From an optimization exercise on the open Yosys and OpenROAD flow, aimed at small area, a short achievable clock period and few clock cycles per item; shortcuts taken in it are not production practice.
At most, simulation tests tie the RTL to the original design; equivalence was not proved.
No functional check of the RTL was part of runs 4 to 7.
Power is estimated from default activity; no workload was simulated.

==> design.v <==
module qsearch_mb (
    input  wire        clk,
    input  wire        rst,         
    input  wire        in_valid,
    output wire        in_ready,
    input  wire [15:0] in_coef,     
    input  wire        in_mode,     
    output wire        out_valid,
    input  wire        out_ready,
    output wire [3:0]  out_qno,     
    output wire        out_fit,     
    output wire [11:0] out_cost,    
    output wire [11:0] out_cls      
);
    reg         stall;             
    reg         v0;
    reg  [15:0] c0;
    reg         m0;
    assign in_ready = !stall;
    always @(posedge clk) begin
        v0 <= in_valid && !stall && !rst;
        c0 <= in_coef;
        m0 <= in_mode;
    end
    reg  [5:0]  cnt;               
    reg  [2:0]  blk;
    reg         bmode;
    reg         g11, g23, g35;     
    reg  [2:0]  cat [0:5];         
    reg  [1:0]  zone1;
    reg         dc1;               
    reg         e1;                
    reg  [2:0]  blke;              
    reg         eob2;              
    wire [15:0] mag  = c0[15] ? (16'd0 - c0) : c0;
    wire        ac0  = v0 && (cnt != 6'd0);
    wire        md   = (cnt == 6'd0) ? m0 : bmode;
    wire [1:0]  zone = md ? cnt[1:0] : cnt[5:4];
    function [2:0] cat_of(input [15:0] m, input [2:0] s);
        reg [15:0] a;
        begin
            a = m >> s;
            if (a > 16'd255)     cat_of = 3'd5;
            else if (a > 16'd3)  cat_of = 3'd4;
            else                 cat_of = {1'b0, a[1:0]};
        end
    endfunction
    integer k;
    always @(posedge clk) begin
        if (rst) begin
            cnt  <= 6'd0;
            blk  <= 3'd0;
            e1   <= 1'b0;
            eob2 <= 1'b0;
        end else begin
            if (v0) begin
                cnt <= cnt + 6'd1;
                if (cnt == 6'd63) blk <= (blk == 3'd5) ? 3'd0 : blk + 3'd1;
            end
            e1   <= v0 && (cnt == 6'd63);
            eob2 <= e1;
        end
        if (v0 && cnt == 6'd0) bmode <= m0;
        if (v0 && cnt == 6'd1) begin
            g11 <= mag > 16'd11;
            g23 <= mag > 16'd23;
            g35 <= mag > 16'd35;
        end else if (ac0) begin
            g11 <= g11 | (mag > 16'd11);
            g23 <= g23 | (mag > 16'd23);
            g35 <= g35 | (mag > 16'd35);
        end
        if (v0 && cnt == 6'd63) blke <= blk;
        for (k = 0; k < 6; k = k + 1)
            cat[k] <= ac0 ? cat_of(mag, k[2:0]) : 3'd7;
        zone1 <= zone;
        dc1   <= v0 && (cnt == 6'd0);
    end
    localparam [16*13-1:0] ROWS = {
        16'h5544,    
        16'h5443,    
        16'h2111,    
        16'h1111,    
        16'h4433,    
        16'h4332,    
        16'h3322,    
        16'h3221,    
        16'h2211,    
        16'h2110,    
        16'h1100,    
        16'h1000,    
        16'h0000     
    };
    wire [6:0]  u_acc [0:12];
    wire        u_ovf [0:12];
    genvar u;
    generate
        for (u = 0; u < 13; u = u + 1) begin : unit
            localparam [15:0] ROW = ROWS[16*u +: 16];
            reg  [6:0] acc;
            reg  [1:0] run;        
            reg        ovf;        
            reg  [2:0] c;
            reg  [4:0] tok;
            reg  [1:0] run_n;
            reg        bad;
            wire [7:0] sum = {1'b0, acc} + {3'd0, tok};
            always @(*) begin
                c     = cat[ROW[4*zone1 +: 3]];
                tok   = 5'd0;
                run_n = 2'd0;
                bad   = 1'b0;
                case (c)
                    3'd0: run_n = (run == 2'd3) ? 2'd3 : run + 2'd1;
                    3'd1: case (run)
                              2'd0: tok = 5'd3;  2'd1: tok = 5'd5;
                              2'd2: tok = 5'd6;  default: tok = 5'd16;
                          endcase
                    3'd2: case (run)
                              2'd0: tok = 5'd4;  2'd1: tok = 5'd11;
                              default: tok = 5'd17;
                          endcase
                    3'd3: case (run)
                              2'd0: tok = 5'd5;  2'd1: tok = 5'd12;
                              default: tok = 5'd18;
                          endcase
                    3'd4: case (run)
                              2'd0: tok = 5'd16; 2'd1: tok = 5'd23;
                              default: tok = 5'd29;
                          endcase
                    3'd5: bad = 1'b1;
                    default: run_n = run;
                endcase
            end
            always @(posedge clk) begin
                if (dc1) begin
                    acc <= 7'd31;
                    run <= 2'd0;
                    ovf <= 1'b0;
                end else begin
                    acc <= sum[6:0];
                    run <= run_n;
                    ovf <= ovf | sum[7] | bad;
                end
            end
            assign u_acc[u] = acc;
            assign u_ovf[u] = ovf;
        end
    endgenerate
    localparam [4*9-1:0] CQ = {4'd1, 4'd3, 4'd5, 4'd7, 4'd9, 4'd11, 4'd13, 4'd14, 4'd15};
    localparam [4*9-1:0] CN = {4'd8, 4'd7, 4'd6, 4'd5, 4'd4, 4'd3, 4'd2, 4'd1, 4'd0};
    localparam [4*9-1:0] CC = {4'd12, 4'd11, 4'd8, 4'd7, 4'd6, 4'd5, 4'd4, 4'd10, 4'd9};
    reg  [9:0]  tot [0:8];
    reg  [8:0]  fit;
    reg  [11:0] cls;
    reg         pend;              
    wire [1:0]  bcls   = g35 ? 2'd3 : g23 ? 2'd2 : g11 ? 2'd1 : 2'd0;
    wire        chroma = blke[2];
    wire        first  = (blke == 3'd0);
    genvar n;
    generate
        for (n = 0; n < 9; n = n + 1) begin : cand
            wire [6:0] a  = g35 ? u_acc[CC[4*n +: 4]] : u_acc[CN[4*n +: 4]];
            wire       o  = g35 ? u_ovf[CC[4*n +: 4]] : u_ovf[CN[4*n +: 4]];
            wire       ok = !o && !(chroma && a[6] && a[5]);
            always @(posedge clk) begin
                if (eob2) begin
                    tot[n] <= (first ? 10'd862 : tot[n]) + {3'd0, a};
                    fit[n] <= (first || fit[n]) && ok;
                end
            end
        end
    endgenerate
    reg         ov;
    reg  [3:0]  r_qno;
    reg         r_fit;
    reg  [9:0]  r_cost;
    reg  [3:0]  s_qno;
    reg  [9:0]  s_cost;
    integer j;
    always @(*) begin
        s_qno  = 4'd0;
        s_cost = 10'd0;
        for (j = 8; j >= 0; j = j - 1)
            if (fit[j]) begin
                s_qno  = CQ[4*j +: 4];
                s_cost = tot[j];
            end
    end
    always @(posedge clk) begin
        if (eob2) cls[2*blke +: 2] <= bcls;
        if (pend && !ov) begin
            r_qno  <= s_qno;
            r_fit  <= |fit;
            r_cost <= s_cost;
        end
        if (rst) begin
            pend  <= 1'b0;
            ov    <= 1'b0;
            stall <= 1'b0;
        end else begin
            if (eob2 && blke == 3'd5) pend <= 1'b1;
            else if (!ov)             pend <= 1'b0;
            ov    <= ov ? !out_ready : pend;
            stall <= (pend || ov) && (blk == 3'd0) && (cnt[5:2] == 4'b1111);
        end
    end
    assign out_valid = ov;
    assign out_qno   = r_qno;
    assign out_fit   = r_fit;
    assign out_cost  = {2'd0, r_cost};
    assign out_cls   = cls;
endmodule
==> run.sh <==
#!/bin/bash
# synth_recipe.tcl (not shown) runs the flow's synth.tcl, then flattens the netlist and writes it again
# the make line also repeats each setting of config.mk as NAME=value (left out here)
make -C /OpenROAD-flow-scripts/flow DESIGN_CONFIG=/design/flow/config.mk WORK_HOME=/design/flow/orfs CLKGATE_MAP_FILE= SYNTH_SCRIPT=/design/flow/synth_recipe.tcl finish
==> config.mk <==
export PLATFORM = sky130hd
export DESIGN_NAME = qsearch_mb
export DESIGN_NICKNAME = qsearch_mb
export VERILOG_FILES = /design/flow/design.v
export SDC_FILE = /design/flow/constraint.sdc
export NUM_CORES = 4
export LEC_CHECK = 0
export CAP_MARGIN = 20
export CORE_MARGIN = 2
export CORE_UTILIZATION = 25
export SLEW_MARGIN = 20
export SYNTH_MEMORY_MAX_BITS = 8192
==> constraint.sdc <==
create_clock -name core_clock -period 12.5 [get_ports {clk}]
set_input_delay 2.5000 -clock core_clock [delete_from_list [all_inputs] [get_ports {clk}]]
set_output_delay 2.5000 -clock core_clock [all_outputs]
set_load 0.01 [all_outputs]
==> impl_metrics.toml, run 1 <==
[status]
status = "no timing/DRC/antenna violations"

[detailed_routing]
drt_first_pass_iters = 5
route.top_layer_used = "met4"
route.met2.wl_um = 25880
detail_route.wl_per_cell_um = 14.87
detail_route.wirelength.met1_um = 23350
vias = 16330
detail-route-antenna-nets = 0
detail_route.drc_violations = 0
met3_wirelength_um = 1774
total_routed_length_um = 52170
drt_iter0_markers = 1082
vias_per_cell = 4.654

[finish]
finish.instance_area_mm2 = 0.02418
final_net_count = 2606
fillerInstances = 8836
fraction_of_final_layout_cells_with_drive_strength_greater_than_1 = 0.09474
layout-area-overhead-vs-synth_pct = 13.78
n_antenna_cell = 0

[worst_setup_path]
crit_path_top_delay_cell = "ha_1"
worst-path-max-fanout = 29
worst_ep_arrival_time_ns = 5.27
timing.critical_path.mode_cell = "nor2_1"
crit_path_start_kind = "flip-flop"
endpoint_kind = "flip-flop"
cp_num_buf_inv = 1
timing.setup.critical_path_class = "reg -> reg"
critical_path_required_ns = 12.92
cp_top_family = "adder cells"
max_stage_delay_on_crit_path_ns = 0.95
cp_cell_sequence = "ha_1 > nor2_1 > nand2_1 > nor2_1 > a31oi_1 > nor2b_1 > o21a_1 > a22o_1 > ha_1 > inv_1 > fa_1 > nor2b_1 > o21ai_0 > nand2_1 > and2_1 > o21ai_0 > xor2_1 > nor2_1"

[global_route]
pin_count_of_the_biggest_net_entering_global_routing = 98
grt_antenna_before_repair = 0
number_of_global_route_vias_before_repair = 16060
globalRoute.totalOverflow = 0
grt_first_pass_wirelength_um = 84770
grtUsageTotal = 0.1201

[pwr]
pwr_density_mw_per_mm2 = 118.2
peakVddDrop_mv = 0.08772
leakage_nw = 9.547

[clocking]
cts.clk_slew.worst_paths_ns = 0.06
clock_latency_late_sink_ns = 0.58
post_cts_resized = 0
ctsHtreeMaxLevel = 2
root_buffer = "clkbuf_16"
cts.sinks = 316
tritoncts.num_buffers = 39
tritoncts = "done"
cts_hold_repair.buffers = 0
postCtsSetupBuffers = 0
clk_path_buf_depth = 3

[logic_synthesis]
synth.most_common_cell = "nor2_1"
synthDistinctLibCells = 78
number_of_warnings_printed_during_yosys_synthesis = 3
netlist_instances = 2327
post-synth-top-area-cell = "edfxtp_1"
synth-main-ff-cell = "dfxtp_1"
synthesis.area_per_instance_um2 = 9.134
synth.top_cells.by_count = "nor2_1, ha_1, dfxtp_1, nand2_1, inv_1"
number_of_enable_flip_flop_cells_after_synthesis = 133
yosys-top-cells-area = "edfxtp_1, dfxtp_1, ha_1"
synth_async_sr_flop_share = 0
synth.yosys.seq_area_share = 0.3603
synthesis.area_mm2 = 0.02126
synth.top_cell.area_share = 0.1879
synth-seq-cells = 316

[placement]
placedInstanceArea_mm2 = 0.02292
io_buffer_count = 49
pre_cts_ws_ns = 7.323
place.detailed.hpwl_um = 38700
gp_congestion = 0.8710

[sta]
final.setup.worst_slack_ns = 7.645
layout_worst_path_cycle_share = 0.3884
worst_pin_slew_ns = 1.022
finClkSkew_ns = 0.03184
slew_headroom = 0.3189
achievable-frequency_mhz = 206.0
period_minus_slack_ns = 4.855
rsz0062_at_grt = "no"
timing.final.setup_violations = 0
finalHoldViolations = 0
fin_setup_tns_ns = 0
finalMaxSlewViolations = 0

[die]
floorplan.die.width_um = 295.6
row_count = 106
fp.dieH_um = 295.6
full_die_area_mm2 = 0.08737
core-area_mm2 = 0.08395
initial_core_util = 0.2532
pin_count = 52

[run]
drv.max_cap_violation_count = 0

[worst_hold_path]
worst_hold_path_type = "reg -> reg"
-- state kept, by name, indices dropped and copies added, names as in the netlist, 9 cells and up --
register / count
tot: 90
unit.acc: 91
fit: 9
unit.ovf: 13
cat: 18
cls: 12
r_cost: 10
unit.run: 26
c0: 16
-- layout by cell type (no fill, tap or decap), types with 39 or more instances in the layout --
master and n:
o21ai_0 128, ha_1 217, inv_1 150, clkdlybuf4s50_1 49
nor2b_1 64, a21oi_1 146, nor2_1 224, xnor2_1 76
clkbuf_16 39, xor2_1 46, a21o_1 45, edfxtp_1 133
mux2_2 65, nand2_1 165, nor3_1 47, or2_2 64
dfxtp_1 180
-- kinds of logic after synthesis --
family	Yosys count	synth area share
DFF	316	0.3603
adders and majority gates	240	0.1490
other	1	0.0001764
muxes	91	0.04668
buffers and inverters	233	0.04203
AOI/OAI and AO/OA	600	0.1830
and+or+nand+nor	724	0.1686
xor gates and xnor gates	122	0.05027
-- area by class of cell --
cell class	count	area (µm²)	share of cell area
sequential	316	7666	0.3170
multi-input combinational	1779	12710	0.5256
tap	1134	1419	0.05867
inverter	151	566.8	0.02344
clock inverter	25	231.5	0.009571
timing repair buffer	58	558.0	0.02307
clock buffer	46	1032	0.04268
-- worst paths after layout --
| path | startpoint | cells past startpoint | end | slack, ns |
|---|---|---|---|---|
| setup / recovery | zone1[1] | 18 | unit[11].acc[6] | 7.64 |
| hold reg to reg | e1 | 1 | eob2 | 0.44 |
| hold / removal | e1 | 1 | eob2 | 0.44 |
| setup reg to reg | zone1[1] | 18 | unit[11].acc[6] | 7.64 |
-- per-layer routing --
layer  vias to the layer above  track usage
met5                         -            0
met4                         0      0.03504
met3                        74      0.01466
met2                       254       0.2172
met1                      7706       0.1484
li1                       8296            -
-- where the power goes --
part	switching, W	leakage, nW	total [W]	internal (W)
sequential	0.0000753	2.68	0.00123	0.00116
combinational	0.000266	6.25	0.000498	0.000232
clock	0.000488	0.612	0.00113	0.000640
-- per-stage QoR --
step                power (W)    util  hold WS, ns  cells
finish               0.002858  0.2881       0.4381   3509
floorplan            0.001617       -       0.3951   2328
detailed placement   0.001755  0.2730       0.4262   3438
global placement     0.001745  0.2730       0.4293   3438
global route         0.003014  0.2881       0.4526   3509
CTS                  0.002898  0.2881       0.4416   3509
Testbench counts, summed over its fixed seeds: cycles 49,192, mbs 128.
==> run 2, diff against run 1 <==
--- a/config.mk
+++ b/config.mk
@@ -5,6 +5,7 @@
 export SDC_FILE = /design/flow/constraint.sdc
 export NUM_CORES = 4
 export LEC_CHECK = 0
+export ABC_CLOCK_PERIOD_IN_PS = 3000
 export CAP_MARGIN = 20
 export CORE_MARGIN = 2
 export CORE_UTILIZATION = 25
==> impl_metrics.toml, run 2 <==
[status]
status = "no timing/DRC/antenna violations"

[clocking]
tritoncts.num_buffers = 39
clk_path_buf_depth = 3
tritoncts = "done"
postCtsSetupBuffers = 0
cts_hold_repair.buffers = 0
root_buffer = "clkbuf_16"
cts.clk_slew.worst_paths_ns = 0.06
cts.sinks = 316
clock_latency_late_sink_ns = 0.58
post_cts_resized = 0
ctsHtreeMaxLevel = 2

[worst_setup_path]
rrSetupSlack_ns = 7.64
regToRegEndpoint = "unit[11].acc[6]"
crit_path_start_kind = "flip-flop"
worst_ep_arrival_time_ns = 5.27
worst-path-max-fanout = 29
timing.reg2reg.worst_path_depth = 18
timing.critical_path.from = "zone1[1]"
endpoint_kind = "flip-flop"
timing.setup.critical_path_class = "reg -> reg"
critical_path_required_ns = 12.92
r2r-start = "zone1[1]"
timing.critical_path.to = "unit[11].acc[6]"

[logic_synthesis]
post-synth-top-area-cell = "edfxtp_1"
synthDistinctLibCells = 78
post_synth_mux_area_share = 0.04668
synth_async_sr_flop_share = 0
synthesis.area_mm2 = 0.02126
synth.yosys.seq_area_share = 0.3603
netlist_instances = 2327
synthAdderAreaFrac = 0.1490
synth.top_cell.area_share = 0.1879
number_of_enable_flip_flop_cells_after_synthesis = 133
synth.top_cells.by_count = "nor2_1, ha_1, dfxtp_1, nand2_1, inv_1"
synthesis.area_per_instance_um2 = 9.134
yosys-top-cells-area = "edfxtp_1, dfxtp_1, ha_1"
synthXorXnorAreaFrac = 0.05027
synth_simple_gate_area_share = 0.1686
synth_compound_gate_area_share = 0.1830
synth-main-ff-cell = "dfxtp_1"
synth_top_family_by_area = "compound AO/OA/AOI/OAI gates"
number_of_warnings_printed_during_yosys_synthesis = 3
synth-seq-cells = 316
synth.most_common_cell = "nor2_1"

[run]
drv.max_cap_violation_count = 0

[pwr]
comb_power_share = 0.174
total_power_w = 0.002858
intPower_w = 0.002029
leakage_nw = 9.547
pwr_density_mw_per_mm2 = 118.2
peakVddDrop_mv = 0.08772
fraction_of_power_consumed_by_sequential_logic = 0.431
power.switching_fraction = 0.2902
power.share.clock = 0.395
total_net_switching_power_w = 0.0008294

[finish]
top_register = "unit.acc"
n_antenna_cell = 0
layout.cells.most_common_list = "nor2_1, ha_1, dfxtp_1, nand2_1, inv_1"
mostFrequentLayoutCell = "nor2_1"
largest_register_ff_count = 91
fraction_of_final_layout_cells_with_drive_strength_greater_than_1 = 0.09474
biggest_regs = "unit.acc: 91 flops, tot: 90 flops, unit.run: 26 flops"
layout-area-overhead-vs-synth_pct = 13.78
final_net_count = 2606

[die]
full_die_area_mm2 = 0.08737
row_count = 106
fp.dieH_um = 295.6
initial_core_util = 0.2532
floorplan.die.width_um = 295.6
pin_count = 52
core-area_mm2 = 0.08395

[sta]
finalMaxSlewViolations = 0
achievable-frequency_mhz = 206.0
finClkSkew_ns = 0.03184
fin_setup_tns_ns = 0
slew_headroom = 0.3189
period_minus_slack_ns = 4.855
layout_worst_path_cycle_share = 0.3884
finalHoldViolations = 0
worst_pin_slew_ns = 1.022
timing.final.setup_violations = 0
rsz0062_at_grt = "no"

[detailed_routing]
vias = 16330
detail-route-antenna-nets = 0
total_routed_length_um = 52170
detail_route.wl_per_cell_um = 14.87
detail_route.drc_violations = 0
drt_iter0_markers = 1082
vias_per_cell = 4.654
drt_first_pass_iters = 5

[global_route]
grt_first_pass_wirelength_um = 84770
globalRoute.totalOverflow = 0
grt_antenna_before_repair = 0
grtUsageTotal = 0.1201
number_of_global_route_vias_before_repair = 16060
pin_count_of_the_biggest_net_entering_global_routing = 98

[worst_hold_path]
worst_hold_path_type = "reg -> reg"

[placement]
place.detailed.hpwl_um = 38700
io_buffer_count = 49
gp_congestion = 0.8710
-- run 2: how the worst min path moves through the flow --
stage / cells past startpoint / to / start
floorplan: 1 / v0 / stall
global placement: 1 / eob2 / e1
detailed placement: 1 / eob2 / e1
CTS: 1 / eob2 / e1
global route: 1 / eob2 / e1
finish: 1 / eob2 / e1
-- run 2: logic make-up after synthesis --
group           after synthesis
mux                          91
fa+ha+maj                   240
simple gates                724
compound gates              600
flops                       316
xor+xnor                    122
other cells                   1
buf+inv                     233
-- run 2: through the flow --
stage / hold slack, ns / util / worst slack (ns) / std cells / instance area (µm²)
after detailed placement: 0.4262 / 0.2730 / 7.323 / 3438 / 22920
after floorplan: 0.3951 / - / 8.352 / 2328 / 21260
after global routing: 0.4526 / 0.2881 / 7.165 / 3509 / 24180
after CTS: 0.4416 / 0.2881 / 7.305 / 3509 / 24180
after global placement: 0.4293 / 0.2730 / 7.422 / 3438 / 22920
final: 0.4381 / 0.2881 / 7.645 / 3509 / 24180
-- run 2: critical path: stages (launching register included) --
cell	delay [ns]
dfxtp_2	0.75
ha_1	0.95
nor2_1	0.17
nand2_1	0.19
nor2_1	0.06
a31oi_1	0.48
nor2b_1	0.37
o21a_1	0.22
a22o_1	0.15
ha_1	0.17
inv_1	0.05
fa_1	0.36
nor2b_1	0.16
o21ai_0	0.09
nand2_1	0.08
and2_1	0.14
o21ai_0	0.09
xor2_1	0.17
nor2_1	0.05
-- run 2: final cells by class --
type | instances | area, µm²
clock inverters | 25 | 231.5
clock buffers | 46 | 1032
multi-input cells | 1779 | 12710
fillers | 8836 | 59770
well taps | 1134 | 1419
repair buffers | 58 | 558.0
flip-flops and latches | 316 | 7666
inverters | 151 | 566.8
-- run 2: power groups by stage --
stage	Clock [W]	Sequential, W	Combinational (W)
floorplan	0	0.00122	0.000401
global placement	0	0.00125	0.000492
detailed placement	0	0.00125	0.000500
CTS	0.00116	0.00123	0.000504
global route	0.00120	0.00124	0.000573
finish	0.00113	0.00123	0.000498
-- run 2: metal layers --
metal | routed length, µm | global-route usage | up-vias
met1 | 23350 | 0.1484 | 7706
met5 | 0 | 0 | -
met2 | 25880 | 0.2172 | 254
met4 | 1168 | 0.03504 | 0
li1 | - | - | 8296
met3 | 1774 | 0.01466 | 74
==> run 3, diff against run 2 <==
==> config.mk (replaced) <==
export PLATFORM = sky130hd
export DESIGN_NAME = qsearch_mb
export DESIGN_NICKNAME = qsearch_mb
export VERILOG_FILES = /design/flow/design.v
export SDC_FILE = /design/flow/constraint.sdc
export NUM_CORES = 4
export LEC_CHECK = 0
export CAP_MARGIN = 50
export CORE_MARGIN = 2
export CORE_UTILIZATION = 25
export SLEW_MARGIN = 70
export SYNTH_MEMORY_MAX_BITS = 8192
==> impl_metrics.toml, run 3 <==
[sta]
rsz0062_at_grt = "no"
achievable-frequency_mhz = 239.9
timing.final.setup_violations = 0
period_minus_slack_ns = 4.168
fin_setup_tns_ns = 0
finalMaxSlewViolations = 0
final.setup.worst_slack_ns = 8.332
layout_worst_path_cycle_share = 0.3334
finalHoldViolations = 0
finClkSkew_ns = 0.01855

[die]
full_die_area_mm2 = 0.08737
row_count = 106
core-area_mm2 = 0.08395
initial_core_util = 0.2532
floorplan.die.width_um = 295.6
fp.dieH_um = 295.6
pin_count = 52

[run]
drv.max_cap_violation_count = 0

[global_route]
grt_first_pass_wirelength_um = 85470
grtUsageTotal = 0.1211
globalRoute.totalOverflow = 0
pin_count_of_the_biggest_net_entering_global_routing = 68
grt_antenna_before_repair = 0
number_of_global_route_vias_before_repair = 16140

[logic_synthesis]
synthesis.area_per_instance_um2 = 9.134
synth-seq-cells = 316
synth.top_cells.by_count = "nor2_1, ha_1, dfxtp_1, nand2_1, inv_1"
post-synth-top-area-cell = "edfxtp_1"
synth_async_sr_flop_share = 0
synth.most_common_cell = "nor2_1"
synth.top_cell.area_share = 0.1879
yosys-top-cells-area = "edfxtp_1, dfxtp_1, ha_1"
number_of_enable_flip_flop_cells_after_synthesis = 133
synthDistinctLibCells = 78
synth-main-ff-cell = "dfxtp_1"
netlist_instances = 2327
synthesis.area_mm2 = 0.02126
number_of_warnings_printed_during_yosys_synthesis = 3
synth.yosys.seq_area_share = 0.3603

[detailed_routing]
vias_per_cell = 4.638
met3_wirelength_um = 1742
route.met2.wl_um = 25890
drt_first_pass_iters = 5
detail_route.wl_per_cell_um = 14.90
detail_route.wirelength.met1_um = 23520
total_routed_length_um = 52600
vias = 16370
detail_route.drc_violations = 0
drt_iter0_markers = 882
route.top_layer_used = "met4"
detail-route-antenna-nets = 0

[worst_setup_path]
endpoint_kind = "flip-flop"
worst_ep_arrival_time_ns = 4.66
crit_path_start_kind = "flip-flop"
cp_top_family = "adder cells"
crit_path_top_delay_cell = "ha_2"
max_stage_delay_on_crit_path_ns = 0.62
worst-path-max-fanout = 23
cp_cell_sequence = "inv_1 > ha_2 > a211o_1 > nand2_1 > a31oi_2 > nor2b_1 > o21a_1 > a22o_1 > ha_1 > inv_1 > fa_1 > nor2b_1 > o21ai_0 > nand2_1 > and2_1 > o21ai_0 > xor2_1 > nor2_1"
timing.setup.critical_path_class = "reg -> reg"
critical_path_required_ns = 13.00
cp_num_buf_inv = 2

[finish]
biggest_regs = "unit.acc: 91 flops, tot: 90 flops, unit.run: 26 flops"
fin_cells = 3529
mostFrequentLayoutCell = "nor2_1"
layout.cells.most_common_list = "nor2_1, ha_1, dfxtp_1, nand2_1, inv_1"
final-seq-area_mm2 = 0.007686
top_register = "unit.acc"
fillerInstances = 8740
finalCoreUtilization = 0.2957
layout-area-overhead-vs-synth_pct = 16.81
final_net_count = 2629
multi_input_comb_area_mm2 = 0.01307
fraction_of_final_layout_cells_with_drive_strength_greater_than_1 = 0.1261
n_antenna_cell = 0
largest_register_ff_count = 91

[clocking]
clock_latency_late_sink_ns = 0.57
cts_hold_repair.buffers = 0
post_cts_resized = 0
cts.sinks = 316
tritoncts = "done"
postCtsSetupBuffers = 0
root_buffer = "clkbuf_16"
clk_path_buf_depth = 3
tritoncts.num_buffers = 38
cts.clk_slew.worst_paths_ns = 0.06
ctsHtreeMaxLevel = 2

[pwr]
total_power_w = 0.002867
pwr_density_mw_per_mm2 = 115.5
leakage_nw = 9.743
peakVddDrop_mv = 0.08521

[placement]
dp.cells = 3458
io_buffer_count = 49
place.detailed.hpwl_um = 39910
gp_congestion = 0.8710
pre_cts_ws_ns = 8.471

[status]
status = "no timing/DRC/antenna violations"

[worst_hold_path]
worst_hold_path_type = "reg -> reg"
run 3: path summary, 6_finish.rpt:
| check | from | end | slack (ns) | depth (start not counted) |
|---|---|---|---|---|
| setup / recovery | zone1[1] | unit[11].acc[6] | 8.33 | 18 |
| hold / removal | e1 | eob2 | 0.44 | 1 |
| setup reg to reg | zone1[1] | unit[11].acc[6] | 8.33 | 18 |
| hold reg to reg | e1 | eob2 | 0.44 | 1 |
run 3: report_power, final:
group	leakage [nW]	total [W]	internal, W	switching (W)
registers	2.68	0.00123	0.00116	0.0000767
logic	6.47	0.000511	0.000240	0.000271
clock network	0.597	0.00112	0.000648	0.000474
total	9.74	0.00287	0.00204	0.000822
run 3: cell type report:
type	count	area share
clock buffer	52	0.04163
timing repair buffer	82	0.03457
tap	1134	0.05715
inverter	151	0.02293
clock inverter	15	0.007862
sequential	316	0.3096
multi-input combinational	1779	0.5263
run 3: stage by stage:
stage	hold slack, ns	cell area, µm²
2_1_floorplan	0.3951	21260
3_3_place_gp	0.4293	22920
3_5_place_dp	0.4326	23460
4_1_cts	0.4425	24680
5_1_grt	0.4546	24830
6_report	0.4371	24830
run 3: cell families (layout without fill, tap and decap cells):
| family | Yosys count | count (layout) | synth area share |
|---|---|---|---|
| flip-flops | 316 | 316 | 0.3603 |
| XOR/XNOR | 122 | 122 | 0.05027 |
| other | 1 | 2 | 0.0001764 |
| AND/OR/NAND/NOR | 724 | 724 | 0.1686 |
| adder cells (fa/ha/maj) | 240 | 240 | 0.1490 |
| AO/OA/AOI/OAI | 600 | 600 | 0.1830 |
| multiplexers | 91 | 91 | 0.04668 |
| buffers and inverters | 233 | 300 | 0.04203 |
run 3: routing by layer:
metal / global-route usage / vias up
li1: - / 8334
met1: 0.1492 / 7720
met2: 0.2171 / 238
met3: 0.01496 / 77
met4: 0.04073 / 0
met5: 0 / -
==> run 4, diff against run 3 <==
--- a/design.v
+++ b/design.v
@@ -26,56 +26,12 @@
     reg  [2:0]  blk;
     reg         bmode;
     reg         g11, g23, g35;     
-    reg  [2:0]  cat [0:5];         
-    reg  [1:0]  zone1;
+    reg  [2:0]  ucat [0:12];       
     reg         dc1;               
+    reg         f1;                
     reg         e1;                
     reg  [2:0]  blke;              
     reg         eob2;              
-    wire [15:0] mag  = c0[15] ? (16'd0 - c0) : c0;
-    wire        ac0  = v0 && (cnt != 6'd0);
-    wire        md   = (cnt == 6'd0) ? m0 : bmode;
-    wire [1:0]  zone = md ? cnt[1:0] : cnt[5:4];
-    function [2:0] cat_of(input [15:0] m, input [2:0] s);
-        reg [15:0] a;
-        begin
-            a = m >> s;
-            if (a > 16'd255)     cat_of = 3'd5;
-            else if (a > 16'd3)  cat_of = 3'd4;
-            else                 cat_of = {1'b0, a[1:0]};
-        end
-    endfunction
-    integer k;
-    always @(posedge clk) begin
-        if (rst) begin
-            cnt  <= 6'd0;
-            blk  <= 3'd0;
-            e1   <= 1'b0;
-            eob2 <= 1'b0;
-        end else begin
-            if (v0) begin
-                cnt <= cnt + 6'd1;
-                if (cnt == 6'd63) blk <= (blk == 3'd5) ? 3'd0 : blk + 3'd1;
-            end
-            e1   <= v0 && (cnt == 6'd63);
-            eob2 <= e1;
-        end
-        if (v0 && cnt == 6'd0) bmode <= m0;
-        if (v0 && cnt == 6'd1) begin
-            g11 <= mag > 16'd11;
-            g23 <= mag > 16'd23;
-            g35 <= mag > 16'd35;
-        end else if (ac0) begin
-            g11 <= g11 | (mag > 16'd11);
-            g23 <= g23 | (mag > 16'd23);
-            g35 <= g35 | (mag > 16'd35);
-        end
-        if (v0 && cnt == 6'd63) blke <= blk;
-        for (k = 0; k < 6; k = k + 1)
-            cat[k] <= ac0 ? cat_of(mag, k[2:0]) : 3'd7;
-        zone1 <= zone;
-        dc1   <= v0 && (cnt == 6'd0);
-    end
     localparam [16*13-1:0] ROWS = {
         16'h5544,    
         16'h5443,    
@@ -91,12 +47,62 @@
         16'h1000,    
         16'h0000     
     };
+    wire [15:0] mag  = c0[15] ? (16'd0 - c0) : c0;
+    wire        ac0  = v0 && (cnt != 6'd0);
+    wire        md   = (cnt == 6'd0) ? m0 : bmode;
+    wire [1:0]  zone = md ? cnt[1:0] : cnt[5:4];
+    function [2:0] cat_of(input [15:0] m, input [2:0] s);
+        reg [15:0] a;
+        begin
+            a = m >> s;
+            if (a > 16'd255)     cat_of = 3'd5;
+            else if (a > 16'd3)  cat_of = 3'd4;
+            else                 cat_of = {1'b0, a[1:0]};
+        end
+    endfunction
+    wire [2:0]  cat_s [0:5];
+    genvar sg;
+    generate
+        for (sg = 0; sg < 6; sg = sg + 1) begin : shs
+            assign cat_s[sg] = cat_of(mag, sg);
+        end
+    endgenerate
+    integer k;
+    always @(posedge clk) begin
+        if (rst) begin
+            cnt  <= 6'd0;
+            blk  <= 3'd0;
+            e1   <= 1'b0;
+            eob2 <= 1'b0;
+        end else begin
+            if (v0) begin
+                cnt <= cnt + 6'd1;
+                if (cnt == 6'd63) blk <= (blk == 3'd5) ? 3'd0 : blk + 3'd1;
+            end
+            e1   <= v0 && (cnt == 6'd63);
+            eob2 <= e1;
+        end
+        if (v0 && cnt == 6'd0) bmode <= m0;
+        if (v0 && cnt == 6'd1) begin
+            g11 <= mag > 16'd11;
+            g23 <= mag > 16'd23;
+            g35 <= mag > 16'd35;
+        end else if (ac0) begin
+            g11 <= g11 | (mag > 16'd11);
+            g23 <= g23 | (mag > 16'd23);
+            g35 <= g35 | (mag > 16'd35);
+        end
+        if (v0 && cnt == 6'd63) blke <= blk;
+        for (k = 0; k < 13; k = k + 1)
+            ucat[k] <= ac0 ? cat_s[ROWS[16*k + 4*zone +: 3]] : 3'd7;
+        dc1   <= v0 && (cnt == 6'd0);
+        f1    <= v0 && (cnt == 6'd1);
+    end
     wire [6:0]  u_acc [0:12];
     wire        u_ovf [0:12];
     genvar u;
     generate
         for (u = 0; u < 13; u = u + 1) begin : unit
-            localparam [15:0] ROW = ROWS[16*u +: 16];
             reg  [6:0] acc;
             reg  [1:0] run;        
             reg        ovf;        
@@ -104,9 +110,11 @@
             reg  [4:0] tok;
             reg  [1:0] run_n;
             reg        bad;
-            wire [7:0] sum = {1'b0, acc} + {3'd0, tok};
+            wire [6:0] base = f1 ? 7'd31 : acc;
+            wire       ovfb = !f1 && ovf;
+            wire [7:0] sum = {1'b0, base} + {3'd0, tok};
             always @(*) begin
-                c     = cat[ROW[4*zone1 +: 3]];
+                c     = ucat[u];
                 tok   = 5'd0;
                 run_n = 2'd0;
                 bad   = 1'b0;
@@ -133,15 +141,9 @@
                 endcase
             end
             always @(posedge clk) begin
-                if (dc1) begin
-                    acc <= 7'd31;
-                    run <= 2'd0;
-                    ovf <= 1'b0;
-                end else begin
-                    acc <= sum[6:0];
-                    run <= run_n;
-                    ovf <= ovf | sum[7] | bad;
-                end
+                acc <= sum[6:0];
+                run <= dc1 ? 2'd0 : run_n;
+                ovf <= ovfb | sum[7] | bad;
             end
             assign u_acc[u] = acc;
             assign u_ovf[u] = ovf;
==> impl_metrics.toml, run 4 <==
[status]
status = "no timing/DRC/antenna violations"

[clocking]
cts_hold_repair.buffers = 0
cts.clk_slew.worst_paths_ns = 0.06
post_cts_resized = 0
tritoncts.num_buffers = 40
root_buffer = "clkbuf_16"
tritoncts = "done"
cts.sinks = 336
postCtsSetupBuffers = 0
clock_latency_late_sink_ns = 0.57
clk_path_buf_depth = 3
ctsHtreeMaxLevel = 2

[worst_setup_path]
max_stage_delay_on_crit_path_ns = 0.59
worst_ep_arrival_time_ns = 1.61
worst-path-max-fanout = 5
critical_path_required_ns = 10.00
number_of_gates_on_the_worst_path_with_buffers_counted = 1
crit_path_start_kind = "flip-flop"
timing.reg2reg.worst_path_depth = 15
endpoint_kind = "output pin"
cp_top_family = "buffers and inverters"
timing.setup.critical_path_class = "reg -> out"
rrSetupSlack_ns = 8.73
cp_num_buf_inv = 1
crit_path_top_delay_cell = "clkdlybuf4s50_1"
cp_cell_sequence = "clkdlybuf4s50_1"

[logic_synthesis]
synth.yosys.seq_area_share = 0.3662
synth_async_sr_flop_share = 0
synth.top_cell.area_share = 0.1847
yosys-top-cells-area = "dfxtp_1, edfxtp_1, ha_1"
post_synth_mux_area_share = 0.04709
synth.most_common_cell = "ha_1"
post-synth-top-area-cell = "dfxtp_1"
synth.top_cells.by_count = "ha_1, dfxtp_1, nor2_1, a21oi_1, inv_1"
synthesis.area_mm2 = 0.02200
number_of_enable_flip_flop_cells_after_synthesis = 133
synthXorXnorAreaFrac = 0.05971
synth-seq-cells = 336
synthAdderAreaFrac = 0.1473
synthDistinctLibCells = 75
synth_top_family_by_area = "compound AO/OA/AOI/OAI gates"
synth_simple_gate_area_share = 0.1623
synth-main-ff-cell = "dfxtp_1"
synthesis.area_per_instance_um2 = 9.149
synth_compound_gate_area_share = 0.1695
number_of_warnings_printed_during_yosys_synthesis = 3
netlist_instances = 2405

[detailed_routing]
met3_wirelength_um = 2715
drt_first_pass_iters = 5
drt_iter0_markers = 1129
total_routed_length_um = 53810
vias = 16790
detail-route-antenna-nets = 0
detail_route.drc_violations = 0
vias_per_cell = 4.624
route.top_layer_used = "met4"
detail_route.wl_per_cell_um = 14.82
detail_route.wirelength.met1_um = 26310
route.met2.wl_um = 23480

[global_route]
number_of_global_route_vias_before_repair = 16140
grt_first_pass_wirelength_um = 86480
pin_count_of_the_biggest_net_entering_global_routing = 64
grtUsageTotal = 0.1182
grt_antenna_before_repair = 0
globalRoute.totalOverflow = 0

[finish]
multi_input_comb_area_mm2 = 0.01316
fraction_of_final_layout_cells_with_drive_strength_greater_than_1 = 0.1410
final-seq-area_mm2 = 0.008073
fillerInstances = 9107
layout.cells.most_common_list = "ha_1, dfxtp_1, nor2_1, a21oi_1, inv_1"
final_net_count = 2710
top_register = "unit.acc"
biggest_regs = "unit.acc: 91 flops, tot: 90 flops, ucat: 39 flops"
layout-area-overhead-vs-synth_pct = 16.72
fin_cells = 3631
largest_register_ff_count = 91
n_antenna_cell = 0
mostFrequentLayoutCell = "ha_1"

[sta]
finalHoldViolations = 0
period_minus_slack_ns = 4.108
timing.final.setup_violations = 0
hold-worst-slack_ns = 0.4344
rsz0062_at_grt = "no"
finalMaxSlewViolations = 0
layout_worst_path_cycle_share = 0.3286
finClkSkew_ns = 0.02518
fin_setup_tns_ns = 0
achievable-frequency_mhz = 243.4

[die]
floorplan.die.width_um = 300.7
core-area_mm2 = 0.08702
full_die_area_mm2 = 0.09040
fp.dieH_um = 300.7
pin_count = 52
initial_core_util = 0.2528
row_count = 108

[pwr]
total_power_w = 0.003481
intPower_w = 0.002473
fraction_of_power_consumed_by_sequential_logic = 0.402
pwr_density_mw_per_mm2 = 135.5
comb_power_share = 0.223
power.switching_fraction = 0.2896
power.share.clock = 0.375
leakage_nw = 10.14
total_net_switching_power_w = 0.001008
peakVddDrop_mv = 0.09532

[placement]
gp_congestion = 0.8347
place.detailed.hpwl_um = 40540
dp.cells = 3555
io_buffer_count = 49

[worst_hold_path]
worst_hold_path_type = "reg -> reg"
cell_count_of_the_worst_hold_path = 1

[run]
drv.max_cap_violation_count = 0
[run 4: cell types whose count changed in the layout (fill, tap and decap cells not counted), moves of 15 or more]
cell      change
or2_2        +47
nor2_1       -34
a21oi_1      +29
o21ai_0      +27
dfxtp_1      +25
inv_1        +25
xnor2_1      +25
nor3_1       -21
nand3_1      +20
o21a_1       -17
and2_1       -16
nand2b_1     -16
nor2b_1      +16
a22oi_1      -15
[run 4: final timing paths]
check,start,to
setup / recovery,ov,out_valid
hold / removal,stall,v0
setup reg to reg,blke[0],tot[1][8]
hold reg to reg,stall,v0
[run 4: area by class of cell]
| cell class | count | area share |
|---|---|---|
| Sequential cell | 336 | 0.3143 |
| Clock buffer | 54 | 0.04619 |
| Timing Repair Buffer | 93 | 0.03342 |
| Tap cell | 1155 | 0.05627 |
| Clock inverter | 20 | 0.01145 |
| Multi-Input combinational cell | 1796 | 0.5124 |
| Inverter | 177 | 0.02592 |
[run 4: routing by layer]
metal	track usage	vias up
met1	0.1676	7817
met4	0.03672	0
li1	-	8538
met5	0	-
met2	0.1841	367
met3	0.01789	68
[run 4: power by group through the flow]
stage	Clock (W)	Combinational, W	Sequential (W)
after floorplan	0	0.000638	0.00135
after global placement	0	0.000750	0.00142
after detailed placement	0	0.000776	0.00142
after CTS	0.00134	0.000779	0.00140
after global routing	0.00137	0.000890	0.00141
final	0.00131	0.000777	0.00140
[run 4: cell families after synthesis]
| kind of cell | count (synthesis) |
|---|---|
| AO/OA/AOI/OAI | 585 |
| XOR/XNOR | 150 |
| adder cells (fa/ha/maj) | 246 |
| buffers and inverters | 274 |
| flip-flops | 336 |
| multiplexers | 95 |
| other | 1 |
| AND/OR/NAND/NOR | 718 |
[run 4: worst reg2reg max path: stages, from the launching register on]
cell and delay, ns:
edfxtp_1 0.52, inv_1 0.10, ha_1 0.18, ha_4 0.32, buf_8 0.38, nor2b_1 0.13, ha_1 0.22, fa_1 0.40
a21o_1 0.17, a21oi_1 0.25, o21bai_1 0.10, a21oi_1 0.23, nor2b_1 0.07, o21ai_0 0.18, xor2_1 0.16, nand2_1 0.07
[run 4: stage by stage]
stage          area [µm²]  setup slack (ns)    util
6_report            25680             8.392  0.2951
3_5_place_dp        24110             8.770  0.2770
2_1_floorplan       22010             9.013       -
3_3_place_gp        23640             8.388  0.2717
5_1_grt             25680             8.341  0.2951
4_1_cts             25590             8.363  0.2941
==> run 5, diff against run 4 <==
--- a/config.mk
+++ b/config.mk
@@ -5,8 +5,8 @@
 export SDC_FILE = /design/flow/constraint.sdc
 export NUM_CORES = 4
 export LEC_CHECK = 0
-export CAP_MARGIN = 50
+export CAP_MARGIN = 80
 export CORE_MARGIN = 2
 export CORE_UTILIZATION = 25
-export SLEW_MARGIN = 70
+export SLEW_MARGIN = 90
 export SYNTH_MEMORY_MAX_BITS = 8192
==> impl_metrics.toml, run 5 <==
[status]
status = "no timing/DRC/antenna violations"

[sta]
achievable-frequency_mhz = 84.00
finClkSkew_ns = 0.04936
timing.final.setup_violations = 0
fin_setup_tns_ns = 0
finalMaxSlewViolations = 0
final.setup.worst_slack_ns = 0.5950
rsz0062_at_grt = "no"
period_minus_slack_ns = 11.91
finalHoldViolations = 0
layout_worst_path_cycle_share = 0.9524

[logic_synthesis]
yosys-top-cells-area = "dfxtp_1, edfxtp_1, ha_1"
synth.top_cells.by_count = "ha_1, dfxtp_1, nor2_1, a21oi_1, inv_1"
synthesis.area_mm2 = 0.02200
synthesis.area_per_instance_um2 = 9.149
synth.yosys.seq_area_share = 0.3662
netlist_instances = 2405
number_of_enable_flip_flop_cells_after_synthesis = 133
synth-seq-cells = 336
synth.most_common_cell = "ha_1"
post-synth-top-area-cell = "dfxtp_1"
synth_async_sr_flop_share = 0
synth.top_cell.area_share = 0.1847
synthDistinctLibCells = 75
synth-main-ff-cell = "dfxtp_1"
number_of_warnings_printed_during_yosys_synthesis = 3

[detailed_routing]
detail_route.drc_violations = 0
vias = 24420
drt_first_pass_iters = 5
detail_route.wl_per_cell_um = 21.34
vias_per_cell = 5.169
drt_iter0_markers = 1659
total_routed_length_um = 100800
detail-route-antenna-nets = 0

[finish]
layout.cells.most_common_list = "clkdlybuf4s50_1, clkbuf_2, buf_1, edfxtp_1, inv_1"
largest_register_ff_count = 91
fin_cells = 4724
layout-area-overhead-vs-synth_pct = 90.66
mostFrequentLayoutCell = "clkdlybuf4s50_1"
fraction_of_final_layout_cells_with_drive_strength_greater_than_1 = 0.5266
top_register = "unit.acc"
final_net_count = 3801
biggest_regs = "unit.acc: 91 flops, tot: 90 flops, ucat: 39 flops"
finish.instance_area_mm2 = 0.04195

[clocking]
cts_hold_repair.buffers = 0
clock_latency_late_sink_ns = 0.63
tritoncts = "done"
ctsHtreeMaxLevel = 2
root_buffer = "clkbuf_16"
cts.sinks = 336
clk_path_buf_depth = 3
tritoncts.num_buffers = 41
cts.clk_slew.worst_paths_ns = 0.06

[global_route]
number_of_global_route_vias_before_repair = 23240
pin_count_of_the_biggest_net_entering_global_routing = 19
globalRoute.totalOverflow = 0
grtUsageTotal = 0.1629
grt_antenna_before_repair = 3
grt_first_pass_wirelength_um = 119400

[worst_setup_path]
rrSetupSlack_ns = 0.59
worst_ep_arrival_time_ns = 12.46
timing.critical_path.mode_cell = "clkdlybuf4s50_1"
max_stage_delay_on_crit_path_ns = 0.53
timing.setup.critical_path_class = "reg -> reg"
crit_path_start_kind = "flip-flop"
cp_num_buf_inv = 26
critical_path_required_ns = 13.05
timing.reg2reg.worst_path_depth = 33
worst-path-max-fanout = 5
crit_path_top_delay_cell = "clkdlybuf4s50_1"
r2r-start = "c0[1]"
cp_top_family = "buffers and inverters"
number_of_gates_on_the_worst_path_with_buffers_counted = 33
endpoint_kind = "flip-flop"
regToRegEndpoint = "ucat[0][1]"

[pwr]
pwr_density_mw_per_mm2 = 104.4
peakVddDrop_mv = 0.1100
leakage_nw = 15.93
total_power_w = 0.004381

[placement]
place.detailed.hpwl_um = 59390
gp_congestion = 0.8347
io_buffer_count = 49
dp.cells = 4385
placedInstanceArea_mm2 = 0.03569
pre_cts_ws_ns = -1.456

[die]
floorplan.die.width_um = 300.7
core-area_mm2 = 0.08702
full_die_area_mm2 = 0.09040
initial_core_util = 0.2528
pin_count = 52
fp.dieH_um = 300.7
row_count = 108

[worst_hold_path]
holdCritStartpoint = "e1"
worst_hold_path_type = "reg -> reg"
cell_count_of_the_worst_hold_path = 1
hold_path_end = "eob2"

[run]
drv.max_cap_violation_count = 0
## run 5: timing repair
item | CTS | global route
endpoints found under the setup margin | 1 | 8
setup buffers | 2 | 8
hold endpoints to repair | 0 | 0
pin swaps | 1 | 8
cloned | 0 | 0
resized for setup | 2 | 13
## run 5: power by group
group          leakage [nW]  total, W  internal (W)  switching, W
registers              2.88   0.00145       0.00129      0.000159
logic                  12.4   0.00168      0.000829      0.000854
clock network         0.662   0.00125      0.000709      0.000543
## run 5: how the worst max path moves through the flow
stage	to	start
after floorplan	tot[0][8]	blke[0]
after global routing	ucat[11][0]	c0[1]
final	ucat[0][1]	c0[1]
after detailed placement	ucat[0][1]	c0[15]
after CTS	ucat[0][1]	c0[3]
after global placement	tot[0][8]	blke[2]
## run 5: per-stage QoR
| step | hold WS [ns] | util |
|---|---|---|
| 2_1_floorplan | 0.3951 | - |
| 3_3_place_gp | 0.4188 | 0.2717 |
| 3_5_place_dp | 0.4237 | 0.4101 |
| 4_1_cts | 0.4430 | 0.4253 |
| 5_1_grt | 0.4613 | 0.4820 |
| 6_report | 0.4492 | 0.4820 |
## run 5: layout make-up
cell class,instances,area [µm²]
Fill cell,6838,45070
Multi-Input combinational cell,1796,21010
Timing Repair Buffer,1183,8955
Sequential cell,336,8449
Tap cell,1155,1445
Clock buffer,61,1192
Inverter,177,716.9
Clock inverter,15,176.4
Antenna cell,1,2.502
## run 5: worst register-to-register path: cells and delay by family, from the launching register on
kind,cells,cell delay (ns)
and+or+nand+nor,3,0.43
AOI/OAI and AO/OA,3,0.53
adders and majority gates,1,0.17
DFF,1,0.37
buffers and inverters,26,10.32
## run 5: logic make-up after synthesis
kind of cell,after synthesis,share of synthesized area
buffers and inverters,274,0.04777
and+or+nand+nor,718,0.1623
other,1,0.0001704
DFF,336,0.3662
adders and majority gates,246,0.1473
muxes,95,0.04709
xor gates and xnor gates,150,0.05971
AOI/OAI and AO/OA,585,0.1695
## run 5: per-layer routing
metal	part of all wire	global-route usage	wire length, µm
met1	0.36	0.1867	36240
met2	0.50	0.2962	50180
met3	0.055	0.02136	5555
met4	0.087	0.08090	8812
met5	0.00027	0	27
==> run 6, diff against run 5 <==
==> flow/run.sh (new file) <==
#!/bin/bash
# Standard layout, with the port buffers made of plain buffers
# (sky130_fd_sc_hd__buf_2) instead of the delay buffers buffer_ports picks.
set -euo pipefail
echo 'export BUFFER_PORTS_ARGS = -buffer_cell sky130_fd_sc_hd__buf_2' >> "$FLOW_CONFIG"
bash standard.sh > standard.log 2>&1
==> standard.sh (new file) <==
#!/bin/bash
# synth_recipe.tcl (not shown) runs the flow's synth.tcl, then flattens the netlist and writes it again
# the make line also repeats each setting of config.mk as NAME=value (left out here)
make -C /OpenROAD-flow-scripts/flow DESIGN_CONFIG=/design/flow/config.mk WORK_HOME=/design/flow/orfs CLKGATE_MAP_FILE= SYNTH_SCRIPT=/design/flow/synth_recipe.tcl "${@:-finish}"
--- a/config.mk
+++ b/config.mk
@@ -5,8 +5,9 @@
 export SDC_FILE = /design/flow/constraint.sdc
 export NUM_CORES = 4
 export LEC_CHECK = 0
-export CAP_MARGIN = 80
+export CAP_MARGIN = 50
 export CORE_MARGIN = 2
 export CORE_UTILIZATION = 25
-export SLEW_MARGIN = 90
+export SLEW_MARGIN = 70
 export SYNTH_MEMORY_MAX_BITS = 8192
+export BUFFER_PORTS_ARGS = -buffer_cell sky130_fd_sc_hd__buf_2
removed: run.sh
==> impl_metrics.toml, run 6 <==
[status]
status = "no timing/DRC/antenna violations"

[sta]
worst_pin_slew_ns = 0.4961
finalMaxSlewViolations = 0
achievable-frequency_mhz = 267.9
slew_headroom = 0.6657
finalHoldViolations = 0
final.setup.worst_slack_ns = 8.768
layout_worst_path_cycle_share = 0.2986
timing.final.setup_violations = 0
period_minus_slack_ns = 3.732
finClkSkew_ns = 0.04360
fin_setup_tns_ns = 0
rsz0062_at_grt = "no"

[clocking]
cts_hold_repair.buffers = 0
cts.clk_slew.worst_paths_ns = 0.06
tritoncts = "done"
clock_latency_late_sink_ns = 0.59
ctsHtreeMaxLevel = 2
clk_path_buf_depth = 3
root_buffer = "clkbuf_16"
cts.sinks = 336
post_cts_resized = 0
tritoncts.num_buffers = 39
postCtsSetupBuffers = 0

[worst_setup_path]
worst-path-max-fanout = 46
crit_path_start_kind = "flip-flop"
worst_ep_arrival_time_ns = 4.03
cp_num_buf_inv = 3
timing.critical_path.mode_cell = "a21oi_1"
r2r-start = "blke[0]"
max_stage_delay_on_crit_path_ns = 0.52
regToRegEndpoint = "tot[1][8]"
timing.critical_path.to = "tot[1][8]"
rrSetupSlack_ns = 8.77
cp_cell_sequence = "inv_1 > ha_1 > ha_2 > buf_8 > buf_12 > or2_2 > fa_1 > a21o_1 > a21oi_1 > o21bai_1 > a21oi_1 > nor2b_1 > o21ai_0 > xor2_1 > nand2_1"
number_of_gates_on_the_worst_path_with_buffers_counted = 15
critical_path_required_ns = 12.79
cp_top_family = "compound AO/OA/AOI/OAI gates"
timing.critical_path.from = "blke[0]"
timing.setup.critical_path_class = "reg -> reg"
timing.reg2reg.worst_path_depth = 15
endpoint_kind = "flip-flop"
crit_path_top_delay_cell = "edfxtp_1"

[finish]
n_antenna_cell = 0
final_net_count = 2715
mostFrequentLayoutCell = "ha_1"
layout-area-overhead-vs-synth_pct = 15.68
layout.cells.most_common_list = "ha_1, dfxtp_1, nor2_1, a21oi_1, inv_1"
fraction_of_final_layout_cells_with_drive_strength_greater_than_1 = 0.1577
top_register = "unit.acc"
fin_cells = 3635
finalCoreUtilization = 0.2925
fillerInstances = 9142
biggest_regs = "unit.acc: 91 flops, tot: 90 flops, ucat: 39 flops"
largest_register_ff_count = 91

[logic_synthesis]
synthesis.area_mm2 = 0.02200
synth.most_common_cell = "ha_1"
number_of_warnings_printed_during_yosys_synthesis = 3
synth-seq-cells = 336
post-synth-top-area-cell = "dfxtp_1"
synthAdderAreaFrac = 0.1473
number_of_enable_flip_flop_cells_after_synthesis = 133
yosys-top-cells-area = "dfxtp_1, edfxtp_1, ha_1"
synth.top_cells.by_count = "ha_1, dfxtp_1, nor2_1, a21oi_1, inv_1"
netlist_instances = 2405
synth_compound_gate_area_share = 0.1695
synth_simple_gate_area_share = 0.1623
synthDistinctLibCells = 75
synth.yosys.seq_area_share = 0.3662
synth.top_cell.area_share = 0.1847
synth_top_family_by_area = "compound AO/OA/AOI/OAI gates"
synthXorXnorAreaFrac = 0.05971
synth_async_sr_flop_share = 0
post_synth_mux_area_share = 0.04709
synth-main-ff-cell = "dfxtp_1"
synthesis.area_per_instance_um2 = 9.149

[die]
full_die_area_mm2 = 0.09040
pin_count = 52
core-area_mm2 = 0.08702
initial_core_util = 0.2528
fp.dieH_um = 300.7
row_count = 108
floorplan.die.width_um = 300.7

[placement]
pre_cts_ws_ns = 8.811
io_buffer_count = 49
gp_congestion = 0.8321
dp.cells = 3560
place.detailed.hpwl_um = 41060

[detailed_routing]
vias = 16960
total_routed_length_um = 53990
detail_route.drc_violations = 0
drt_first_pass_iters = 5
drt_iter0_markers = 1020
vias_per_cell = 4.667
detail-route-antenna-nets = 0
detail_route.wl_per_cell_um = 14.85

[global_route]
pin_count_of_the_biggest_net_entering_global_routing = 71
grtUsageTotal = 0.1183
number_of_global_route_vias_before_repair = 16220
grt_first_pass_wirelength_um = 86720
globalRoute.totalOverflow = 0
grt_antenna_before_repair = 1

[pwr]
total_power_w = 0.003448
pwr_density_mw_per_mm2 = 135.4
peakVddDrop_mv = 0.09960
leakage_nw = 10.15

[worst_hold_path]
worst_hold_path_type = "reg -> reg"
cell_count_of_the_worst_hold_path = 1

[run]
drv.max_cap_violation_count = 0
run 6: cells by family after synthesis:
family | Yosys count
DFF | 336
adders and majority gates | 246
buffers and inverters | 274
other | 1
and+or+nand+nor | 718
muxes | 95
AOI/OAI and AO/OA | 585
xor gates and xnor gates | 150
run 6: worst min-delay path by stage:
| stage | from | endpoint | slack, ns |
|---|---|---|---|
| after floorplan | stall | v0 | 0.40 |
| after global placement | stall | v0 | 0.42 |
| after detailed placement | stall | v0 | 0.41 |
| after CTS | m0 | bmode | 0.44 |
| after global routing | m0 | bmode | 0.46 |
| final | e1 | eob2 | 0.44 |
run 6: power by group:
part           switching, W  internal (W)
registers          0.000126       0.00128
clock network      0.000492      0.000780
logic              0.000394      0.000377
total               0.00101       0.00244
run 6: metal layers:
| metal | up-vias | wire length, µm | share of wire | global-route usage |
|---|---|---|---|---|
| met1 | 7984 | 26590 | 0.49 | 0.1675 |
| met4 | 0 | 1146 | 0.021 | 0.03186 |
| met2 | 346 | 23590 | 0.44 | 0.1856 |
| li1 | 8558 | - | - | - |
| met5 | - | 0 | 0 | 0 |
| met3 | 75 | 2663 | 0.049 | 0.01962 |
run 6: metrics by stage:
step | hold WS (ns) | cell area [µm²]
final | 0.4415 | 25450
after global routing | 0.4574 | 25450
after CTS | 0.4419 | 25380
after detailed placement | 0.4117 | 23950
after global placement | 0.4161 | 23370
after floorplan | 0.3951 | 22010
run 6: layout make-up:
cell class	instances	area, µm²	share of cell area
Sequential cell	336	8070	0.3171
Inverter	177	669.4	0.02630
Clock inverter	25	369.1	0.01450
Tap cell	1155	1445	0.05678
Clock buffer	47	1067	0.04193
Multi-Input combinational cell	1796	13130	0.5158
Timing Repair Buffer	99	703.2	0.02763
==> run 7, diff against run 6 <==
--- a/design.v
+++ b/design.v
@@ -12,13 +12,13 @@
     output wire [11:0] out_cost,    
     output wire [11:0] out_cls      
 );
-    reg         stall;             
+    reg         rdy;               
     reg         v0;
     reg  [15:0] c0;
     reg         m0;
-    assign in_ready = !stall;
+    assign in_ready = rdy;
     always @(posedge clk) begin
-        v0 <= in_valid && !stall && !rst;
+        v0 <= in_valid && rdy && !rst;
         c0 <= in_coef;
         m0 <= in_mode;
     end
@@ -47,24 +47,29 @@
         16'h1000,    
         16'h0000     
     };
-    wire [15:0] mag  = c0[15] ? (16'd0 - c0) : c0;
+    wire        neg  = c0[15];
+    wire [15:0] y    = c0 ^ {16{neg}};
     wire        ac0  = v0 && (cnt != 6'd0);
     wire        md   = (cnt == 6'd0) ? m0 : bmode;
     wire [1:0]  zone = md ? cnt[1:0] : cnt[5:4];
-    function [2:0] cat_of(input [15:0] m, input [2:0] s);
-        reg [15:0] a;
+    function ge(input [15:0] yy, input nn, input [15:0] t);
+        ge = (yy >= t) || (nn && yy == t - 16'd1);
+    endfunction
+    function [2:0] cat_of(input [15:0] yy, input nn, input [2:0] s);
         begin
-            a = m >> s;
-            if (a > 16'd255)     cat_of = 3'd5;
-            else if (a > 16'd3)  cat_of = 3'd4;
-            else                 cat_of = {1'b0, a[1:0]};
+            if (ge(yy, nn, 16'd256 << s))     cat_of = 3'd5;
+            else if (ge(yy, nn, 16'd4 << s)) cat_of = 3'd4;
+            else if (ge(yy, nn, 16'd3 << s)) cat_of = 3'd3;
+            else if (ge(yy, nn, 16'd2 << s)) cat_of = 3'd2;
+            else if (ge(yy, nn, 16'd1 << s)) cat_of = 3'd1;
+            else                             cat_of = 3'd0;
         end
     endfunction
     wire [2:0]  cat_s [0:5];
     genvar sg;
     generate
         for (sg = 0; sg < 6; sg = sg + 1) begin : shs
-            assign cat_s[sg] = cat_of(mag, sg);
+            assign cat_s[sg] = cat_of(y, neg, sg);
         end
     endgenerate
     integer k;
@@ -84,13 +89,13 @@
         end
         if (v0 && cnt == 6'd0) bmode <= m0;
         if (v0 && cnt == 6'd1) begin
-            g11 <= mag > 16'd11;
-            g23 <= mag > 16'd23;
-            g35 <= mag > 16'd35;
+            g11 <= ge(y, neg, 16'd12);
+            g23 <= ge(y, neg, 16'd24);
+            g35 <= ge(y, neg, 16'd36);
         end else if (ac0) begin
-            g11 <= g11 | (mag > 16'd11);
-            g23 <= g23 | (mag > 16'd23);
-            g35 <= g35 | (mag > 16'd35);
+            g11 <= g11 | ge(y, neg, 16'd12);
+            g23 <= g23 | ge(y, neg, 16'd24);
+            g35 <= g35 | ge(y, neg, 16'd36);
         end
         if (v0 && cnt == 6'd63) blke <= blk;
         for (k = 0; k < 13; k = k + 1)
@@ -112,7 +117,16 @@
             reg        bad;
             wire [6:0] base = f1 ? 7'd31 : acc;
             wire       ovfb = !f1 && ovf;
-            wire [7:0] sum = {1'b0, base} + {3'd0, tok};
+            wire [7:0] sum;
+            wire [7:0] cy;
+            wire [6:0] tk = {2'd0, tok};
+            assign cy[0] = 1'b0;
+            genvar b;
+            for (b = 0; b < 7; b = b + 1) begin : rc
+                assign sum[b]  = base[b] ^ tk[b] ^ cy[b];
+                assign cy[b+1] = (base[b] & tk[b]) | (cy[b] & (base[b] ^ tk[b]));
+            end
+            assign sum[7] = cy[7];
             always @(*) begin
                 c     = ucat[u];
                 tok   = 5'd0;
@@ -158,17 +172,33 @@
     reg         pend;              
     wire [1:0]  bcls   = g35 ? 2'd3 : g23 ? 2'd2 : g11 ? 2'd1 : 2'd0;
     wire        chroma = blke[2];
-    wire        first  = (blke == 3'd0);
+    reg         r1;                
+    reg         ofree;             
+    wire        cap    = pend && ofree;    
+    wire        tinit  = cap || r1;        
     genvar n;
     generate
         for (n = 0; n < 9; n = n + 1) begin : cand
             wire [6:0] a  = g35 ? u_acc[CC[4*n +: 4]] : u_acc[CN[4*n +: 4]];
             wire       o  = g35 ? u_ovf[CC[4*n +: 4]] : u_ovf[CN[4*n +: 4]];
             wire       ok = !o && !(chroma && a[6] && a[5]);
+            wire [9:0] tb = tot[n];
+            wire [9:0] ta = {3'd0, a};
+            wire [9:0] ts;
+            wire [10:0] tc;
+            assign tc[0] = 1'b0;
+            genvar b;
+            for (b = 0; b < 10; b = b + 1) begin : rc
+                assign ts[b]   = tb[b] ^ ta[b] ^ tc[b];
+                assign tc[b+1] = (tb[b] & ta[b]) | (tc[b] & (tb[b] ^ ta[b]));
+            end
             always @(posedge clk) begin
-                if (eob2) begin
-                    tot[n] <= (first ? 10'd862 : tot[n]) + {3'd0, a};
-                    fit[n] <= (first || fit[n]) && ok;
+                if (tinit) begin
+                    tot[n] <= 10'd862;
+                    fit[n] <= 1'b1;
+                end else if (eob2) begin
+                    tot[n] <= ts;
+                    fit[n] <= fit[n] && ok;
                 end
             end
         end
@@ -191,7 +221,8 @@
     end
     always @(posedge clk) begin
         if (eob2) cls[2*blke +: 2] <= bcls;
-        if (pend && !ov) begin
+        r1 <= rst;
+        if (cap) begin
             r_qno  <= s_qno;
             r_fit  <= |fit;
             r_cost <= s_cost;
@@ -199,12 +230,14 @@
         if (rst) begin
             pend  <= 1'b0;
             ov    <= 1'b0;
-            stall <= 1'b0;
+            ofree <= 1'b1;
+            rdy   <= 1'b1;
         end else begin
             if (eob2 && blke == 3'd5) pend <= 1'b1;
-            else if (!ov)             pend <= 1'b0;
+            else if (ofree)           pend <= 1'b0;
             ov    <= ov ? !out_ready : pend;
-            stall <= (pend || ov) && (blk == 3'd0) && (cnt[5:2] == 4'b1111);
+            ofree <= ofree ? !pend : out_ready;
+            rdy   <= !((pend || !ofree) && (blk == 3'd0) && (cnt[5:2] == 4'b1111));
         end
     end
     assign out_valid = ov;
--- a/config.mk
+++ b/config.mk
@@ -7,7 +7,7 @@
 export LEC_CHECK = 0
 export CAP_MARGIN = 50
 export CORE_MARGIN = 2
-export CORE_UTILIZATION = 25
+export CORE_UTILIZATION = 50
 export SLEW_MARGIN = 70
 export SYNTH_MEMORY_MAX_BITS = 8192
 export BUFFER_PORTS_ARGS = -buffer_cell sky130_fd_sc_hd__buf_2
==> impl_metrics.toml, run 7 <==
[clocking]
postCtsSetupBuffers = 0
clk_path_buf_depth = 3
root_buffer = "clkbuf_16"
tritoncts.num_buffers = 39
cts_hold_repair.buffers = 0
cts.sinks = 338
cts.clk_slew.worst_paths_ns = 0.06
post_cts_resized = 0
ctsHtreeMaxLevel = 2
clock_latency_late_sink_ns = 0.56
tritoncts = "done"

[worst_setup_path]
critical_path_required_ns = 12.94
worst-path-max-fanout = 48
crit_path_start_kind = "flip-flop"
timing.setup.critical_path_class = "reg -> reg"
cp_cell_sequence = "buf_4 > buf_8 > mux2_2 > ha_1 > fa_1 > fa_1 > fa_1 > fa_1 > fa_1 > fa_1 > ha_1 > ha_1 > mux2i_1 > nand2_1"
r2r-start = "g35"
timing.reg2reg.worst_path_depth = 14
timing.critical_path.mode_cell = "fa_1"
regToRegEndpoint = "tot[6][8]"
endpoint_kind = "flip-flop"
crit_path_top_delay_cell = "edfxtp_1"
worst_ep_arrival_time_ns = 5.48
max_stage_delay_on_crit_path_ns = 0.45
rrSetupSlack_ns = 7.46

[logic_synthesis]
post-synth-top-area-cell = "dfxtp_1"
yosys-top-cells-area = "dfxtp_1, fa_1, ha_1"
synth-seq-cells = 338
netlist_instances = 2167
synthDistinctLibCells = 72
synth_async_sr_flop_share = 0
synth.top_cells.by_count = "dfxtp_1, nand2_1, nor2_1, ha_1, clkbuf_1"
number_of_warnings_printed_during_yosys_synthesis = 3
synth-main-ff-cell = "dfxtp_1"
synth.top_cell.area_share = 0.3013
synth.yosys.seq_area_share = 0.3519
number_of_enable_flip_flop_cells_after_synthesis = 34
synthesis.area_per_instance_um2 = 9.321
synth.most_common_cell = "dfxtp_1"
synthesis.area_mm2 = 0.02020

[global_route]
number_of_global_route_vias_before_repair = 14440
pin_count_of_the_biggest_net_entering_global_routing = 51
grtUsageTotal = 0.2321
globalRoute.totalOverflow = 0
grt_antenna_before_repair = 0
grt_first_pass_wirelength_um = 77860

[die]
full_die_area_mm2 = 0.04202
pin_count = 52
initial_core_util = 0.5072
fp.dieH_um = 205.0
floorplan.die.width_um = 205.0
row_count = 73
core-area_mm2 = 0.03982

[finish]
layout.cells.most_common_list = "dfxtp_1, nand2_1, nor2_1, ha_1"
finish.instance_area_mm2 = 0.02237
final_net_count = 2442
fillerInstances = 3609
finalCoreUtilization = 0.5616
mostFrequentLayoutCell = "dfxtp_1"
n_antenna_cell = 0
biggest_regs = "unit.acc: 91 flops, tot: 90 flops, ucat: 39 flops"
layout-area-overhead-vs-synth_pct = 10.73
largest_register_ff_count = 91
top_register = "unit.acc"
final-seq-area_mm2 = 0.007157
fraction_of_final_layout_cells_with_drive_strength_greater_than_1 = 0.1519
multi_input_comb_area_mm2 = 0.01238

[detailed_routing]
drt_first_pass_iters = 5
detail_route.wl_per_cell_um = 17.59
detail_route.drc_violations = 0
vias = 15000
vias_per_cell = 5.547
drt_iter0_markers = 945
detail-route-antenna-nets = 0
total_routed_length_um = 47560

[sta]
timing.final.setup_violations = 0
finClkSkew_ns = 0.009479
finalHoldViolations = 0
finalMaxSlewViolations = 0
achievable-frequency_mhz = 198.4
fin_setup_tns_ns = 0
period_minus_slack_ns = 5.041
rsz0062_at_grt = "no"
layout_worst_path_cycle_share = 0.4033

[pwr]
leakage_nw = 9.042
peakVddDrop_mv = 0.09302
pwr_density_mw_per_mm2 = 128.6
total_power_w = 0.002877

[placement]
place.detailed.hpwl_um = 34770
io_buffer_count = 49
gp_congestion = 0.8816
placedInstanceArea_mm2 = 0.02099

[worst_hold_path]
hold_path_end = "bmode"
worst_hold_path_type = "reg -> reg"
cell_count_of_the_worst_hold_path = 0
holdCritStartpoint = "m0"

[status]
status = "no timing/DRC/antenna violations"

[run]
drv.max_cap_violation_count = 0
-- run 7: layout make-up --
| class | instances | share of cell area |
|---|---|---|
| clock inverter | 10 | 0.003636 |
| sequential | 338 | 0.3200 |
| tap | 525 | 0.02937 |
| clock buffer | 60 | 0.05544 |
| timing repair buffer | 71 | 0.02193 |
| multi-input combinational | 1604 | 0.5535 |
| inverter | 96 | 0.01611 |
-- run 7: critical path: cells and delay by family, from the launching register on --
kind	cells	cell delay, ns
adders and majority gates	9	3.06
buffers and inverters	2	0.77
muxes	2	0.52
DFF	1	0.45
and+or+nand+nor	1	0.07
-- run 7: kinds of logic (layout without fill, tap and decap cells) --
| kind of cell | count (synthesis) | in the layout | synth area share |
|---|---|---|---|
| flip-flops | 338 | 338 | 0.3519 |
| XOR/XNOR | 8 | 8 | 0.003469 |
| multiplexers | 179 | 179 | 0.09391 |
| AND/OR/NAND/NOR | 738 | 738 | 0.1734 |
| other | 1 | 2 | 0.0001857 |
| buffers and inverters | 226 | 237 | 0.04287 |
| AO/OA/AOI/OAI | 406 | 406 | 0.1270 |
| adder cells (fa/ha/maj) | 271 | 271 | 0.2073 |
-- run 7: worst max path at each step --
| stage | cells after the start | from | slack, ns | end |
|---|---|---|---|---|
| finish | 14 | g35 | 7.46 | tot[6][8] |
| global route | 14 | g35 | 7.26 | tot[6][8] |
| CTS | 14 | g35 | 7.49 | tot[6][8] |
| detailed placement | 14 | g35 | 7.53 | tot[3][8] |
| global placement | 14 | g35 | 7.38 | tot[6][8] |
| floorplan | 14 | g35 | 7.86 | tot[8][8] |
-- run 7: through the flow --
step / std cells / hold slack [ns] / worst slack, ns
after floorplan: 2168 / 0.4076 / 7.861
after global placement: 2620 / 0.4185 / 7.385
after detailed placement: 2634 / 0.4196 / 7.526
after CTS: 2704 / 0.4372 / 7.486
after global routing: 2704 / 0.4589 / 7.261
final: 2704 / 0.4314 / 7.459
-- run 7: report_power, final --
part | leakage (nW) | switching (W) | internal [W]
Sequential | 2.76 | 0.000105 | 0.00120
Clock | 0.656 | 0.000460 | 0.000703
Combinational | 5.62 | 0.000215 | 0.000198
Total | 9.04 | 0.000780 | 0.00210
-- run 7: layer usage --
layer / global-route usage / vias to the layer above / share of wire
met2: 0.3574 / 276 / 0.44
met5: 0 / - / 0
met1: 0.3409 / 7170 / 0.50
li1: - / 7487 / -
met3: 0.02800 / 65 / 0.037
met4: 0.06912 / 0 / 0.021

Re-timed with assumed drivers on the ports (clkbuf_16 on the clock, buf_2 on other inputs), run 7 has 7.459 ns of setup slack against 7.459 ns with ideal ports, and 7.459 ns once port delays also move by the mid clock arrival of 0.605 ns.
